Source: an optimization exercise on an open RTL-to-GDS flow (aim: a short achievable clock period and few clock cycles). Production flows keep margins and buffers that such runs may drop.
Only simulation tests tie the RTL to the original design; equivalence was not proved.
No activity file was given, so power comes from the tool's default toggle rates.

## flow/design.v

```verilog
module belt_core (
    input  wire        clk,
    input  wire        rst,
    output reg         mem_req,
    output reg         mem_we,
    output reg  [15:0] mem_addr,
    output reg  [15:0] mem_wdata,
    input  wire        mem_ready,
    input  wire [15:0] mem_rdata,
    output wire        halted,
    output wire [1:0]  result,
    output wire [15:0] pc_o,
    output wire [15:0] sp_o
);
    localparam [3:0] S_FETCH0 = 4'd0,
                     S_FETCH1 = 4'd1,
                     S_EXEC   = 4'd2,
                     S_LOAD   = 4'd3,
                     S_STORE  = 4'd4,
                     S_CALL   = 4'd5,
                     S_RET    = 4'd6,
                     S_DIV    = 4'd7,
                     S_HALT   = 4'd8;
    localparam [1:0] RES_STOP = 2'd2,
                     RES_FAIL = 2'd3;
    reg [3:0]  state;
    reg [15:0] pc;
    reg [15:0] sp;
    reg [15:0] ir0;
    reg [15:0] ir1;
    reg [15:0] belt [0:15];
    reg [4:0]  cnt;
    reg [1:0]  res_code;
    reg [15:0] maddr;
    reg [15:0] mdata;
    reg [16:0] div_rem;
    reg [15:0] div_quo;
    assign halted = (state == S_HALT);
    assign result = res_code;
    assign pc_o   = pc;
    assign sp_o   = sp;
    wire [3:0] op_main = ir0[15:12];
    wire [3:0] op_sub  = ir0[11:8];
    wire [3:0] op1     = ir0[7:4];
    wire [3:0] op2     = ir0[3:0];
    reg dec_valid;
    always @* begin
        case (op_main)
            4'd1:    dec_valid = (op_sub < 4'd3)  && (op2 == 4'd0);
            4'd2:    dec_valid = (op_sub < 4'd4)  && (op1 == 4'd0) && (op2 == 4'd0);
            4'd3:    dec_valid = (op_sub < 4'd3);
            4'd4:    dec_valid = (op_sub < 4'd10);
            4'd5:    dec_valid = (op_sub < 4'd3);
            4'd6:    dec_valid = (op_sub < 4'd3)  && (op2 == 4'd0);
            4'd7:    dec_valid = (op_sub < 4'd3)  && (op1 == 4'd0) && (op2 == 4'd0);
            default: dec_valid = 1'b0;
        endcase
    end
    wire [15:0] x = belt[op1];
    wire [15:0] y = belt[op2];
    wire [15:0] pc_plus1 = pc + 16'd1;
    wire [15:0] pc_plus2 = pc + 16'd2;
    reg [15:0] alu_out;
    always @* begin
        alu_out = 16'd0;
        case (op_main)
            4'd1: case (op_sub)
                      4'd0:    alu_out = x & ir1;
                      4'd1:    alu_out = x | ir1;
                      default: alu_out = x ^ ir1;
                  endcase
            4'd2: alu_out = ir1;
            4'd3: alu_out = (op_sub == 4'd0) ? (x << op2) : (x >> op2);
            4'd4: case (op_sub)
                      4'd0:    alu_out = x + y;
                      4'd1:    alu_out = x - y;
                      4'd2:    alu_out = x * y;
                      4'd4:    alu_out = x & y;
                      4'd5:    alu_out = x | y;
                      4'd6:    alu_out = x ^ y;
                      4'd7:    alu_out = x << y[3:0];
                      default: alu_out = x >> y[3:0];
                  endcase
            default: alu_out = 16'd0;
        endcase
    end
    reg br_taken;
    always @* begin
        case (op_sub)
            4'd0:    br_taken = (x <  y);
            4'd1:    br_taken = (x <= y);
            default: br_taken = (x == y);
        endcase
    end
    wire [16:0] div_shift = {div_rem[15:0], div_quo[15]};
    wire [16:0] div_trial = div_shift - {1'b0, y};
    wire        div_ge    = ~div_trial[16];
    wire [4:0]  ret_pos   = cnt + {1'b0, op2};
    always @* begin
        mem_req   = 1'b0;
        mem_we    = 1'b0;
        mem_addr  = 16'd0;
        mem_wdata = 16'd0;
        case (state)
            S_FETCH0: begin mem_req = 1'b1; mem_addr = pc; end
            S_FETCH1: begin mem_req = 1'b1; mem_addr = pc_plus1; end
            S_LOAD:   begin mem_req = 1'b1; mem_addr = maddr; end
            S_STORE:  begin mem_req = 1'b1; mem_we = 1'b1; mem_addr = maddr; mem_wdata = mdata; end
            S_CALL:   begin mem_req = 1'b1; mem_we = 1'b1; mem_addr = sp; mem_wdata = belt[4'd15 - cnt[3:0]]; end
            S_RET:    begin mem_req = 1'b1; mem_addr = sp + 16'd1; end
            default:  ;
        endcase
    end
    task automatic push(input [15:0] v);
        integer i;
        begin
            for (i = 15; i > 0; i = i - 1)
                belt[i] <= belt[i-1];
            belt[0] <= v;
        end
    endtask
    integer k;
    always @(posedge clk) begin
        if (rst) begin
            state    <= S_FETCH0;
            pc       <= 16'h0000;
            sp       <= 16'hFFFF;
            ir0      <= 16'd0;
            ir1      <= 16'd0;
            cnt      <= 5'd0;
            res_code <= 2'd0;
            maddr    <= 16'd0;
            mdata    <= 16'd0;
            div_rem  <= 17'd0;
            div_quo  <= 16'd0;
            for (k = 0; k < 16; k = k + 1)
                belt[k] <= 16'd0;
        end else begin
            case (state)
                S_FETCH0: if (mem_ready) begin
                    ir0   <= mem_rdata;
                    state <= S_FETCH1;
                end
                S_FETCH1: if (mem_ready) begin
                    ir1   <= mem_rdata;
                    state <= S_EXEC;
                end
                S_EXEC: begin
                    state <= S_FETCH0;
                    if (!dec_valid) begin
                        res_code <= RES_STOP;
                        state    <= S_HALT;
                    end else begin
                        case (op_main)
                            4'd1: begin
                                push(alu_out);
                                pc <= pc_plus2;
                            end
                            4'd2: case (op_sub)
                                4'd0: begin             
                                    maddr <= ir1;
                                    pc    <= pc_plus2;
                                    state <= S_LOAD;
                                end
                                4'd1: begin             
                                    push(alu_out);
                                    pc <= pc_plus2;
                                end
                                4'd2: begin             
                                    cnt   <= 5'd0;
                                    pc    <= ir1;
                                    state <= S_CALL;
                                end
                                default: pc <= ir1;     
                            endcase
                            4'd3: begin
                                if (op_sub == 4'd2) begin    
                                    cnt   <= 5'd0;
                                    state <= S_RET;
                                end else begin
                                    push(alu_out);
                                    pc <= pc_plus1;
                                end
                            end
                            4'd4: begin
                                if (op_sub == 4'd3) begin           
                                    if (y == 16'd0) begin
                                        res_code <= RES_FAIL;
                                        state    <= S_HALT;
                                    end else begin
                                        div_rem <= 17'd0;
                                        div_quo <= x;
                                        cnt     <= 5'd0;
                                        pc      <= pc_plus1;
                                        state   <= S_DIV;
                                    end
                                end else if (op_sub == 4'd9) begin  
                                    maddr <= y;
                                    mdata <= x;
                                    pc    <= pc_plus1;
                                    state <= S_STORE;
                                end else begin
                                    push(alu_out);
                                    pc <= pc_plus1;
                                end
                            end
                            4'd5: pc <= br_taken ? ir1 : pc_plus2;
                            4'd6: case (op_sub)
                                4'd0: begin             
                                    maddr <= x;
                                    pc    <= pc_plus1;
                                    state <= S_LOAD;
                                end
                                4'd1: pc <= x;          
                                default: begin          
                                    maddr <= sp;
                                    mdata <= x;
                                    sp    <= sp - 16'd1;
                                    pc    <= pc_plus1;
                                    state <= S_STORE;
                                end
                            endcase
                            default: case (op_sub)      
                                4'd0: pc <= pc_plus1;   
                                4'd1: begin             
                                    maddr <= sp + 16'd1;
                                    sp    <= sp + 16'd1;
                                    pc    <= pc_plus1;
                                    state <= S_LOAD;
                                end
                                default: begin          
                                    res_code <= RES_STOP;
                                    state    <= S_HALT;
                                end
                            endcase
                        endcase
                    end
                end
                S_LOAD: if (mem_ready) begin
                    push(mem_rdata);
                    state <= S_FETCH0;
                end
                S_STORE: if (mem_ready) begin
                    state <= S_FETCH0;
                end
                S_CALL: if (mem_ready) begin
                    sp  <= sp - 16'd1;
                    cnt <= cnt + 5'd1;
                    if (cnt == 5'd15)
                        state <= S_FETCH0;
                end
                S_RET: if (mem_ready) begin
                    sp  <= sp + 16'd1;
                    cnt <= cnt + 5'd1;
                    if (cnt == 5'd16) begin
                        pc    <= mem_rdata;
                        state <= S_FETCH0;
                    end else if (ret_pos < 5'd16) begin
                        belt[ret_pos[3:0]] <= mem_rdata;
                    end
                end
                S_DIV: begin
                    div_rem <= div_ge ? div_trial : div_shift;
                    div_quo <= {div_quo[14:0], div_ge};
                    cnt     <= cnt + 5'd1;
                    if (cnt == 5'd15) begin
                        push({div_quo[14:0], div_ge});
                        state <= S_FETCH0;
                    end
                end
                default: ;   
            endcase
        end
    end
endmodule
```

## flow/run.sh

```bash
#!/bin/bash
# synth_recipe.tcl (not shown) runs the flow's synth.tcl, then flattens the netlist and writes it again
# the make line also repeats each setting of config.mk as NAME=value (left out here)
make -C /OpenROAD-flow-scripts/flow DESIGN_CONFIG=/design/flow/config.mk WORK_HOME=/design/flow/orfs CLKGATE_MAP_FILE= SYNTH_SCRIPT=/design/flow/synth_recipe.tcl finish
```

## flow/config.mk

```make
export PLATFORM = sky130hd
export DESIGN_NAME = belt_core
export DESIGN_NICKNAME = belt_core
export VERILOG_FILES = /design/flow/design.v
export SDC_FILE = /design/flow/constraint.sdc
export NUM_CORES = 4
export LEC_CHECK = 0
export CAP_MARGIN = 20
export CORE_MARGIN = 2
export CORE_UTILIZATION = 40
export PLACE_DENSITY = 0.6
export SETUP_SLACK_MARGIN = 5
export SLEW_MARGIN = 20
```

## flow/constraint.sdc

```tcl
create_clock -name core_clock -period 10.0 [get_ports {clk}]
set_input_delay 2.0000 -clock core_clock [delete_from_list [all_inputs] [get_ports {clk}]]
set_output_delay 2.0000 -clock core_clock [all_outputs]
set_load 0.01 [all_outputs]
```

==> flow_metrics.env, run 1 <==
export IMPL_wl_met1_mm=65.8
export IMPL_slew_headroom_pct=17.1
export IMPL_max_cap_violations=0
export IMPL_grt_max_degree=83
export IMPL_report_final_slew_viol_count=0
export IMPL_drtIter0Drc=6063
export IMPL_place_ws_ns=1.60
export IMPL_netlist_instances=3976
export IMPL_critPathMaxStageDelay_ns=0.55
export IMPL_synth_ff_type="edfxtp_1"
export IMPL_synth_area_um2=37000
export IMPL_clockBufferDepth=3
export IMPL_hold_viol_final=0
export IMPL_ios=88
export IMPL_grt_pass1_vias=34002
export IMPL_p_per_area_nw_per_um2=227
export IMPL_cp_end_kind="flip-flop"
export IMPL_hpwl_mm=111
export IMPL_routed_top_layer="met5"
export IMPL_cts_sinks=403
export IMPL_yosys_warnings=1
export IMPL_syn_to_final_growth_pct=24.8
export IMPL_fmax_mhz=143
export IMPL_htree_num_levels=2
export IMPL_synth_seq_cells=403
export IMPL_max_vdd_ir_drop_v=0.000422
export IMPL_ys_types=101
export IMPL_wl_met3_mm=27.5
export IMPL_cp_arrival_ns=7.45
export IMPL_drtAntennaViolNets=0
export IMPL_post_drt_wl_per_cell_um=32.8
export IMPL_worst_pin_slew_ns=1.23
export IMPL_synth_net_count=4236
export IMPL_crit_slowest_cell="fa_2"
export IMPL_layout_commonest_cell="nand2_1"
export IMPL_drcViolationCount=0
export IMPL_drive_above_1_share_pct=27.2
export IMPL_setup_violations_final=0
export IMPL_cts_buffers=48
export IMPL_place_gp_congestion=1.02
export IMPL_chipWidth_um=308
export IMPL_path_max_fanout=7
export IMPL_synth_edf_count=256
export IMPL_cp_top_family="adder cells"
export IMPL_fp_coreArea_um2=91700
export IMPL_drt_first_pass_iters=10
export IMPL_vias=37057
export IMPL_async_reset_ff_share_pct=0
export IMPL_ys_seq_area_share_pct=28.7
export IMPL_met2_length_mm=72.4
export IMPL_crit_buf_inv=10
export IMPL_viasPerCell=6.86
export IMPL_crit_type="flip-flop to flip-flop"
export IMPL_final_seq_area_um2=10700
export IMPL_start_util_pct=40.4
export IMPL_post_route_min_period_ns=7.00
export IMPL_hold_class="flip-flop to flip-flop"
export IMPL_cts_root_buf="clkbuf_16"
export IMPL_die_area_um2=95000
export IMPL_synth_avg_cell_area_um2=9.31
export IMPL_fillCellCount=8211
export IMPL_rows=111
export IMPL_required_ns=10.45
export IMPL_leakage_uw=0.0169
export IMPL_synthTopCellsByArea="edfxtp_1, mux4_2, dfxtp_1"
export IMPL_path_clk_slew_ns=0.07
export IMPL_fin_ws_ns=3.00
export IMPL_numPortBuffers=87
export IMPL_die_height_um=308
export IMPL_gr_total_overflow=0
export IMPL_cp_start_kind="flip-flop"
export IMPL_cts_tree="built"
export IMPL_run_status="timing/DRC/antenna clean"
export IMPL_synth_area_leader_cell="edfxtp_1"
export IMPL_fin_hold_ws_ns=0.447
export IMPL_routed_wl_mm=178
export IMPL_fin_nets=4436
export IMPL_finalCritPeriodShare_pct=70.0
export IMPL_synth_top_area_share_pct=20.8
export IMPL_track_usage_pct=36.1
export IMPL_setup_tns_ns=0
export IMPL_antenna_found_initial=8
export IMPL_multi_input_area_um2=25700
export IMPL_rsz0062_at_grt="yes"
export IMPL_worstSkewPairLatency_ns=0.66
export IMPL_fin_worst_skew_ns=0.0510
export IMPL_final_cell_mix="nand2_1, nor2_1, buf_4, edfxtp_1, a21oi_1"
export IMPL_grt_pass1_wl_mm=249
==> worst reg2reg max path: stages, from the launching register on <==
cell,delay [ns]
dfxtp_4,0.37
buf_12,0.14
buf_12,0.12
buf_16,0.14
buf_12,0.12
buf_4,0.12
mux4_2,0.41
mux2i_1,0.37
mux2_4,0.29
buf_4,0.23
inv_1,0.15
nand2_1,0.12
fa_1,0.42
inv_1,0.08
ha_1,0.25
fa_1,0.50
fa_1,0.50
inv_1,0.05
fa_1,0.46
fa_2,0.55
inv_1,0.05
ha_1,0.21
or3_1,0.36
or3_1,0.34
a311o_1,0.32
a31oi_1,0.14
==> cell families (layout without fill, tap and decap cells) <==
kind of cell	after synthesis	in the layout	share of synthesized area [%]
other	0	5	0
muxes	348	348	17.5
adders and majority gates	241	241	9.85
AOI/OAI and AO/OA	1122	1123	20.3
xor gates and xnor gates	109	109	2.66
buffers and inverters	584	819	6.50
DFF	403	403	28.7
and+or+nand+nor	1169	1170	14.5
==> registers in the layout, summed over array words and instances (netlist names), 4 cells and up, named ones only <==
register and count:
ir1 16, sp 16, belt 256, maddr 16, state 4, cnt 5, ir0 16, div_rem 16
div_quo 16, mdata 16, pc 16
==> synthesized netlist by cell type, types with 44 or more instances <==
cell / n
nand2_1: 425
nor2_1: 337
clkbuf_1: 276
o21ai_0: 273
a21oi_1: 257
edfxtp_1: 256
mux4_2: 233
inv_1: 203
a22o_1: 171
ha_1: 157
dfxtp_1: 147
nand2b_1: 125
mux2i_1: 97
fa_1: 84
xnor2_1: 75
nor3_1: 66
a211oi_1: 50
nand3_1: 49
o211ai_1: 44
==> layout make-up <==
class | count | area share (%)
Multi-Input combinational cell | 2991 | 55.6
Tap cell | 1186 | 3.21
Clock inverter | 26 | 0.626
Sequential cell | 403 | 23.2
Antenna cell | 5 | 0.0271
Timing Repair inverter | 2 | 0.0352
Inverter | 214 | 2.17
Clock buffer | 61 | 2.93
Timing Repair Buffer | 516 | 12.2
==> where the power goes <==
group | internal (uW) | switching (uW)
registers | 1850 | 134
clock network | 1070 | 821
logic | 2800 | 3810
total | 5720 | 4760
==> metrics by stage <==
step	cells	util [%]	area, um^2	power, uW
after detailed placement	5017	42.8	39200	6850
after floorplan	3976	-	37300	5390
final	5404	50.4	46200	10500
after global routing	5399	50.4	46200	10900
after global placement	5016	42.8	39200	6810
after CTS	5310	48.7	44700	9800
==> worst paths after layout <==
kind | slack [ns] | endpoint | start | depth (start not counted)
hold / removal | 0.45 | res_code[1] | res_code[1] | 2
hold reg to reg | 0.45 | res_code[1] | res_code[1] | 2
setup / recovery | 3.00 | belt[0][15] | flip-flop | 25
setup reg to reg | 3.00 | belt[0][15] | flip-flop | 25
==> what timing repair did <==
item | CTS | global route
gates cloned | 17 | 9
pin swaps | 133 | 144
hold buffers | 0 | 0
buffers inserted | 189 | 80
gates resized for setup | 418 | 187
setup endpoints to repair | 175 | 259
==> layer usage <==
metal	global-route usage (%)	vias to the layer above
met5	0	-
met4	17.4	8
li1	-	15176
met1	47.8	17985
met3	13.6	720
met2	51.7	3168
Testbench counts, summed over its fixed seeds: cycles 299,971.
==> run 2: changes to the inputs <==
--- a/flow/design.v
+++ b/flow/design.v
@@ -21,5 +21,6 @@
                      S_RET    = 4'd6,
                      S_DIV    = 4'd7,
-                     S_HALT   = 4'd8;
+                     S_HALT   = 4'd8,
+                     S_MUL    = 4'd9;
     localparam [1:0] RES_STOP = 2'd2,
                      RES_FAIL = 2'd3;
@@ -36,4 +37,5 @@
     reg [16:0] div_rem;
     reg [15:0] div_quo;
+    reg [15:0] mul_a, mul_b;
     assign halted = (state == S_HALT);
     assign result = res_code;
@@ -75,5 +77,4 @@
                       4'd0:    alu_out = x + y;
                       4'd1:    alu_out = x - y;
-                      4'd2:    alu_out = x * y;
                       4'd4:    alu_out = x & y;
                       4'd5:    alu_out = x | y;
@@ -195,4 +196,9 @@
                                         state   <= S_DIV;
                                     end
+                                end else if (op_sub == 4'd2) begin  
+                                    mul_a <= x;
+                                    mul_b <= y;
+                                    pc    <= pc_plus1;
+                                    state <= S_MUL;
                                 end else if (op_sub == 4'd9) begin  
                                     maddr <= y;
@@ -236,4 +242,8 @@
                         endcase
                     end
+                end
+                S_MUL: begin
+                    push(mul_a * mul_b);
+                    state <= S_FETCH0;
                 end
                 S_LOAD: if (mem_ready) begin
==> run 2 against run 1 <==
  * Critical path depth decreased by 5
  * Non-clock buffer count decreased by 162
  * Synthesized area increased by 3.0%
==> flow_metrics.env, run 2 <==
export IMPL_cp_start_kind="flip-flop"
export IMPL_layout_commonest_cell="nand2_1"
export IMPL_post_drt_wl_per_cell_um=33.8
export IMPL_worstSkewPairLatency_ns=0.67
export IMPL_post_route_min_period_ns=5.56
export IMPL_p_per_area_nw_per_um2=207
export IMPL_place_gp_congestion=1.03
export IMPL_fmax_mhz=180
export IMPL_drtIter0Drc=6208
export IMPL_finalCritPeriodShare_pct=55.6
export IMPL_path_clk_slew_ns=0.07
export IMPL_setup_violations_final=0
export IMPL_report_final_slew_viol_count=0
export IMPL_synth_area_um2=38100
export IMPL_hpwl_mm=120
export IMPL_grt_pass1_wl_mm=255
export IMPL_synth_top_area_share_pct=22.7
export IMPL_drive_above_1_share_pct=22.1
export IMPL_slew_headroom_pct=16.9
export IMPL_leakage_uw=0.0166
export IMPL_cts_tree="built"
export IMPL_worstSetupStartpoint="mul_a[6]"
export IMPL_cts_buffers=51
export IMPL_largest_register_ffs=256
export IMPL_synth_avg_cell_area_um2=9.57
export IMPL_max_cap_violations=0
export IMPL_chipWidth_um=313
export IMPL_synth_most_common_cell="nand2_1"
export IMPL_final_cell_mix="nand2_1, edfxtp_1, nor2_1, mux4_2, a21oi_1"
export IMPL_run_status="timing/DRC/antenna clean"
export IMPL_ys_seq_area_share_pct=30.4
export IMPL_netlist_instances=3984
export IMPL_die_area_um2=97800
export IMPL_htree_num_levels=2
export IMPL_finalCoreUtilization_pct=47.2
export IMPL_setup_tns_ns=0
export IMPL_hold_class="flip-flop to flip-flop"
export IMPL_ios=88
export IMPL_routed_wl_mm=180
export IMPL_clockBufferDepth=3
export IMPL_grt_pass1_vias=34723
export IMPL_start_util_pct=40.3
export IMPL_numPortBuffers=87
export IMPL_async_reset_ff_share_pct=0
export IMPL_hold_viol_final=0
export IMPL_yosys_warnings=1
export IMPL_required_ns=10.37
export IMPL_fin_nets=4289
export IMPL_cp_arrival_ns=5.93
export IMPL_min_from="div_quo[6]"
export IMPL_syn_to_final_growth_pct=17.2
export IMPL_synth_seq_cells=435
export IMPL_track_usage_pct=35.7
export IMPL_synth_ff_type="edfxtp_1"
export IMPL_gr_total_overflow=0
export IMPL_fin_worst_skew_ns=0.0439
export IMPL_antenna_found_initial=12
export IMPL_fp_coreArea_um2=94700
export IMPL_worst_pin_slew_ns=1.25
export IMPL_regMostFlops="belt"
export IMPL_die_height_um=313
export IMPL_rows=113
export IMPL_cts_hold_buf=0
export IMPL_cts_sinks=435
export IMPL_grt_max_degree=100
export IMPL_rr_startpoint="mul_a[6]"
export IMPL_drcViolationCount=0
export IMPL_max_vdd_ir_drop_v=0.000163
export IMPL_viasPerCell=6.96
export IMPL_cts_root_buf="clkbuf_16"
export IMPL_synthTopCellsByArea="edfxtp_1, mux4_2, dfxtp_1"
export IMPL_vias=37162
export IMPL_synth_area_leader_cell="edfxtp_1"
export IMPL_crit_type="flip-flop to flip-flop"
export IMPL_drtAntennaViolNets=0
export IMPL_path_max_fanout=7
export IMPL_synthTopCellsByCount="nand2_1, edfxtp_1, clkbuf_1"
export IMPL_synth_edf_count=288
export IMPL_cp_end_kind="flip-flop"
export IMPL_drt_first_pass_iters=8
export IMPL_ys_types=103
export IMPL_synth_net_count=4244
export IMPL_rsz0062_at_grt="yes"
-- run 2: changes by cell type after synthesis, moves of 72 or more --
cell | previous run | this run
o21ai_0 | 273 | 151
nor2_1 | 337 | 230
nand2_1 | 425 | 506
nand2b_1 | 125 | 29
and2_1 | 20 | 92
nand3_1 | 49 | 141
-- run 2: report_power, final --
group / switching (uW) / internal [uW] / total (uW)
Combinational: 3140 / 1700 / 4840
Clock: 884 / 1120 / 2010
Sequential: 306 / 2110 / 2410
-- run 2: layout make-up --
cell class,count,area [um^2]
clock buffers,68,1450
fillers,8906,50000
well taps,1265,1580
flip-flops and latches,435,11700
diodes,4,10.0
repair buffers,354,3570
inverters,205,808
multi-input cells,2982,25300
clock inverters,25,277
-- run 2: metrics by stage --
step / worst slack, ns / power (uW) / cells / cell area, um^2 / hold slack [ns]
after CTS: 4.44 / 8830 / 5287 / 43700 / 0.476
after floorplan: 4.88 / 5000 / 3984 / 38300 / 0.447
final: 4.44 / 9260 / 5338 / 44700 / 0.476
after detailed placement: 3.20 / 6640 / 5105 / 40300 / 0.479
after global placement: 3.36 / 6660 / 5104 / 40300 / 0.470
after global routing: 4.25 / 9450 / 5335 / 44700 / 0.514
-- run 2: what timing repair did --
item                                    in CTS  in global routing
pin swaps                                   62                 61
buffers inserted                            84                 43
gates resized for setup                    240                141
cloned                                       5                  2
endpoints found under the setup margin     402                270
hold endpoints to repair                     0                  0
-- run 2: worst max-delay path: stages, from the launching register on --
cell and delay [ns]:
edfxtp_1 0.51, buf_4 0.19, buf_6 0.11, and2_4 0.13
fa_1 0.47, inv_1 0.05, fa_1 0.47, inv_1 0.05
fa_1 0.52, fa_1 0.46, fa_1 0.52, inv_1 0.05
fa_1 0.50, inv_2 0.05, ha_4 0.28, nand2_1 0.05
a211o_1 0.27, a21oi_2 0.16, o21ai_1 0.07, nand3b_1 0.21
a41oi_2 0.14
-- run 2: final timing paths --
path / endpoint / slack, ns / cells past startpoint
worst max-delay path: belt[0][15] / 4.44 / 20
worst min-delay path: div_quo[7] / 0.48 / 2
worst max register to register: belt[0][15] / 4.44 / 20
worst min register to register: div_quo[7] / 0.48 / 2
-- run 2: kinds of logic after synthesis --
logic type               Yosys count  share of synthesized area (%)
flip-flops                       435                           30.4
adder cells (fa/ha/maj)          242                           9.59
AO/OA/AOI/OAI                   1085                           20.1
buffers and inverters            568                           6.18
AND/OR/NAND/NOR                 1213                           14.7
XOR/XNOR                         110                           2.53
multiplexers                     331                           16.5
-- run 2: routing by layer --
layer,vias up,GRT usage [%],share of wire [%]
met3,684,13.3,15
met5,-,0,0.11
li1,15117,-,-
met2,3211,50.2,41
met1,18132,47.4,37
met4,18,19.3,6.9
Testbench counts of run 2, summed over its fixed seeds: cycles 300,847.
==> run 3: changes to the inputs <==
--- a/flow/design.v
+++ b/flow/design.v
@@ -141,5 +141,6 @@
                 S_FETCH0: if (mem_ready) begin
                     ir0   <= mem_rdata;
-                    state <= S_FETCH1;
+                    state <= (mem_rdata[15:12] == 4'd1 || mem_rdata[15:12] == 4'd2 ||
+                              mem_rdata[15:12] == 4'd5) ? S_FETCH1 : S_EXEC;
                 end
                 S_FETCH1: if (mem_ready) begin
==> run 3 against run 2 <==
  * Final cell count grew 0.90%
  * Clock skew grew 0.028 ns
  * Flip-flop and latch count is the same
  * Fmax shrank 3.6%
  * Final area grew 0.84%
  * Clock power shrank 2%
  * Combinational power grew about 20%
  * First-iteration DRC count shrank 6.5%
  * Global-route usage shrank 1.1 points
  * Hold slack lost 0.033 ns
  * Sequential share of layout area shrank 0.22 points
  * Synthesized area shrank 1.1%
  * Largest cell class unchanged
  * Largest power group unchanged
==> flow_metrics.env, run 3 <==
export IMPL_run_status="timing/DRC/antenna clean"
export IMPL_synthTopCellsByArea="edfxtp_1, mux4_2, dfxtp_1"
export IMPL_cts_sinks=435
export IMPL_synth_seq_cells=435
export IMPL_regMostFlops="belt"
export IMPL_synth_net_count=4239
export IMPL_worst_pin_slew_ns=1.15
export IMPL_synth_area_leader_cell="edfxtp_1"
export IMPL_drtAntennaViolNets=0
export IMPL_crit_buf_inv=6
export IMPL_p_per_area_nw_per_um2=226
export IMPL_rows=112
export IMPL_finalCoreUtilization_pct=48.3
export IMPL_start_util_pct=40.4
export IMPL_report_final_slew_viol_count=0
export IMPL_finalCritPeriodShare_pct=57.7
export IMPL_ys_seq_area_share_pct=30.7
export IMPL_cp_end_kind="flip-flop"
export IMPL_synth_avg_cell_area_um2=9.48
export IMPL_max_vdd_ir_drop_v=0.000149
export IMPL_crit_type="flip-flop to flip-flop"
export IMPL_netlist_instances=3979
export IMPL_cts_tree="built"
export IMPL_synth_area_um2=37700
export IMPL_setup_tns_ns=0
export IMPL_fillCellCount=8673
export IMPL_die_area_um2=96800
export IMPL_layout_commonest_cell="nand2_1"
export IMPL_routed_wl_mm=174
export IMPL_vias=36858
export IMPL_r2r_end="belt[0][13]"
export IMPL_die_height_um=311
export IMPL_drive_above_1_share_pct=23.1
export IMPL_post_drt_wl_per_cell_um=32.3
export IMPL_drcViolationCount=0
export IMPL_fp_coreArea_um2=93300
export IMPL_fin_nets=4346
export IMPL_p_total_uw=10200
export IMPL_design_area_um2=45100
export IMPL_final_cell_mix="nand2_1, edfxtp_1, o21ai_0, nor2_1, buf_4"
export IMPL_cts_hold_buf=0
export IMPL_yosys_warnings=1
export IMPL_cp_start_kind="flip-flop"
export IMPL_required_ns=10.37
export IMPL_clockBufferDepth=3
export IMPL_synthTopCellsByCount="nand2_1, edfxtp_1, o21ai_0"
export IMPL_htree_num_levels=2
export IMPL_place_gp_congestion=1.02
export IMPL_post_route_min_period_ns=5.77
export IMPL_gr_total_overflow=0
export IMPL_numPortBuffers=87
export IMPL_antenna_found_initial=6
export IMPL_synth_ff_type="edfxtp_1"
export IMPL_viasPerCell=6.84
export IMPL_synth_edf_count=288
export IMPL_path_cells="buf_6 -> clkbuf_16 -> and2_4 -> fa_1 -> inv_2 -> fa_2 -> inv_2 -> ha_4 -> fa_1 -> fa_1 -> inv_1 -> fa_1 -> inv_2 -> ha_4 -> or3_1 -> o21ai_2 -> a21oi_4 -> a31oi_4 -> xor2_4 -> a21oi_2 -> a21oi_2 -> a22oi_1"
export IMPL_leakage_uw=0.0164
export IMPL_cts_buffers=50
export IMPL_cp_top_family="adder cells"
export IMPL_hold_viol_final=0
export IMPL_grt_pass1_vias=34302
export IMPL_path_max_fanout=4
export IMPL_largest_register_ffs=256
export IMPL_setup_violations_final=0
export IMPL_ys_types=90
export IMPL_fin_worst_skew_ns=0.0720
export IMPL_crit_slowest_cell="fa_2"
export IMPL_cts_root_buf="clkbuf_16"
export IMPL_drt_first_pass_iters=9
export IMPL_cp_arrival_ns=6.13
export IMPL_path_clk_slew_ns=0.07
export IMPL_chipWidth_um=311
export IMPL_synth_most_common_cell="nand2_1"
export IMPL_dpl_instance_area_um2=39900
export IMPL_fin_hold_ws_ns=0.443
export IMPL_cpMostUsedCell="fa_1"
export IMPL_slew_headroom_pct=23.1
export IMPL_ff2ff_path_depth=22
export IMPL_syn_to_final_growth_pct=19.5
export IMPL_synth_top_area_share_pct=22.9
export IMPL_rr_startpoint="mul_b[5]"
export IMPL_critPathMaxStageDelay_ns=0.52
export IMPL_min_from="ir0[7]"
export IMPL_ios=88
export IMPL_worstSkewPairLatency_ns=0.69
export IMPL_drtIter0Drc=5802
export IMPL_grt_max_degree=82
export IMPL_reg2reg_slack_ns=4.23
export IMPL_fmax_mhz=173
export IMPL_rsz0062_at_grt="yes"
export IMPL_track_usage_pct=34.6
export IMPL_grt_pass1_wl_mm=247
export IMPL_hold_class="flip-flop to flip-flop"
export IMPL_hpwl_mm=115
export IMPL_async_reset_ff_share_pct=0
export IMPL_max_cap_violations=0
export IMPL_holdPathStages=2
## run 3: cell types whose count changed after synthesis, moves of 19 or more
cell	before	now
o221ai_1	48	29
nor2_1	230	260
a22oi_1	74	41
nand3_1	141	60
o211ai_1	22	45
o21ai_0	151	280
## run 3: worst reg2reg max path, delay by kind of cell (launching register included)
kind | cells | cell delay, ns
buffers and inverters | 6 | 0.50
XOR/XNOR | 1 | 0.38
flip-flops | 1 | 0.44
AO/OA/AOI/OAI | 6 | 0.81
AND/OR/NAND/NOR | 2 | 0.51
adder cells (fa/ha/maj) | 7 | 2.86
## run 3: metrics by stage
| stage | setup slack [ns] | instances |
|---|---|---|
| floorplan | 4.90 | 3979 |
| global placement | 3.67 | 5080 |
| detailed placement | 3.47 | 5081 |
| CTS | 4.37 | 5290 |
| global route | 4.14 | 5382 |
| finish | 4.23 | 5386 |
## run 3: kinds of logic (layout without fill, tap and decap cells)
| family | count (synthesis) | after routing | share of synthesized area, % |
|---|---|---|---|
| AO/OA/AOI/OAI | 1148 | 1148 | 20.7 |
| AND/OR/NAND/NOR | 1137 | 1138 | 13.5 |
| buffers and inverters | 567 | 712 | 6.07 |
| flip-flops | 435 | 435 | 30.7 |
| multiplexers | 342 | 344 | 16.7 |
| adder cells (fa/ha/maj) | 241 | 241 | 9.67 |
| XOR/XNOR | 109 | 109 | 2.53 |
| other | 0 | 5 | 0 |
## run 3: where the power goes
part / leakage [uW] / internal [uW] / switching, uW
registers: 0.00413 / 2130 / 267
logic: 0.0114 / 2050 / 3780
clock network: 0.000830 / 1100 / 870
## run 3: layout make-up
cell class              count  area (um^2)  share of cell area (%)
flip-flops and latches    435        11700                    25.9
clock buffers              67         1410                    3.12
diodes                      5         12.5                  0.0278
clock inverters            26          303                   0.672
inverters                 215          882                    1.96
multi-input cells        2980        25200                    55.9
repair buffers            404         4020                    8.92
well taps                1254         1570                    3.48
## run 3: worst max-delay path by stage
stage                     startpoint          end  slack, ns  depth (start not counted)
after floorplan             mul_a[3]  belt[0][13]       4.90                         21
after global placement     flip-flop  belt[0][14]       3.67                         16
after detailed placement   flip-flop  belt[0][14]       3.47                         16
after CTS                   mul_b[5]  belt[0][14]       4.37                         20
after global routing        mul_b[6]  belt[0][13]       4.14                         22
final                       mul_b[5]  belt[0][13]       4.23                         22
## run 3: routing by layer
| layer | GRT usage (%) | vias up | wire, um |
|---|---|---|---|
| li1 | - | 15132 | - |
| met5 | 0 | - | 34 |
| met3 | 11.8 | 627 | 26100 |
| met1 | 46.2 | 18120 | 64400 |
| met2 | 48.8 | 2973 | 71700 |
| met4 | 19.4 | 6 | 11900 |
## run 3: repair_timing
action,in CTS,in global routing
setup endpoints to repair,522,318
resized for setup,237,137
buffers inserted,106,85
hold endpoints to repair,0,0
pin swaps,47,61
cloned,10,5
Testbench counts of run 3, summed over its fixed seeds: cycles 272,199.

-- separate check: timing with driven ports --
The results above use ideal ports. As a check the final layouts listed here were re-extracted and re-timed, cells and wires unchanged.
Step 1 (the two cells are an assumption about what drives the block):
set clk [get_ports {clk}]
set_driving_cell -lib_cell sky130_fd_sc_hd__clkbuf_16 $clk
set_driving_cell -lib_cell sky130_fd_sc_hd__buf_2 [delete_from_list [all_inputs] $clk]
Step 2, shift: input delay + t, output delay - t, t = (earliest + latest rising clock arrival at the registers) / 2. This alone moves slack from input paths to output paths.
a / b / c = no drivers / after step 1 / after step 2; a / b = the first two.
| run | shift t [ns] | setup WS [ns] | worst setup path at the end | latest minus earliest clock arrival (ns) | slew at the worst register clock pin (ns) |
|---|---|---|---|---|---|
| run 1 | 0.703 | 2.998 / 2.998 / 2.998 | register to register | 0.052 / 0.051 | 0.07 / 0.07 |
| run 2 | 0.723 | 4.443 / 4.443 / 4.194 | input to register | 0.046 / 0.046 | 0.07 / 0.07 |
| run 3 | 0.721 | 4.234 / 4.234 / 4.234 | register to register | 0.072 / 0.072 | 0.07 / 0.07 |
After both steps setup and hold are still met in every run listed. The setup slack of run 2, which loses most, moves by 0.000 ns with the drivers and by -0.249 ns with both steps.
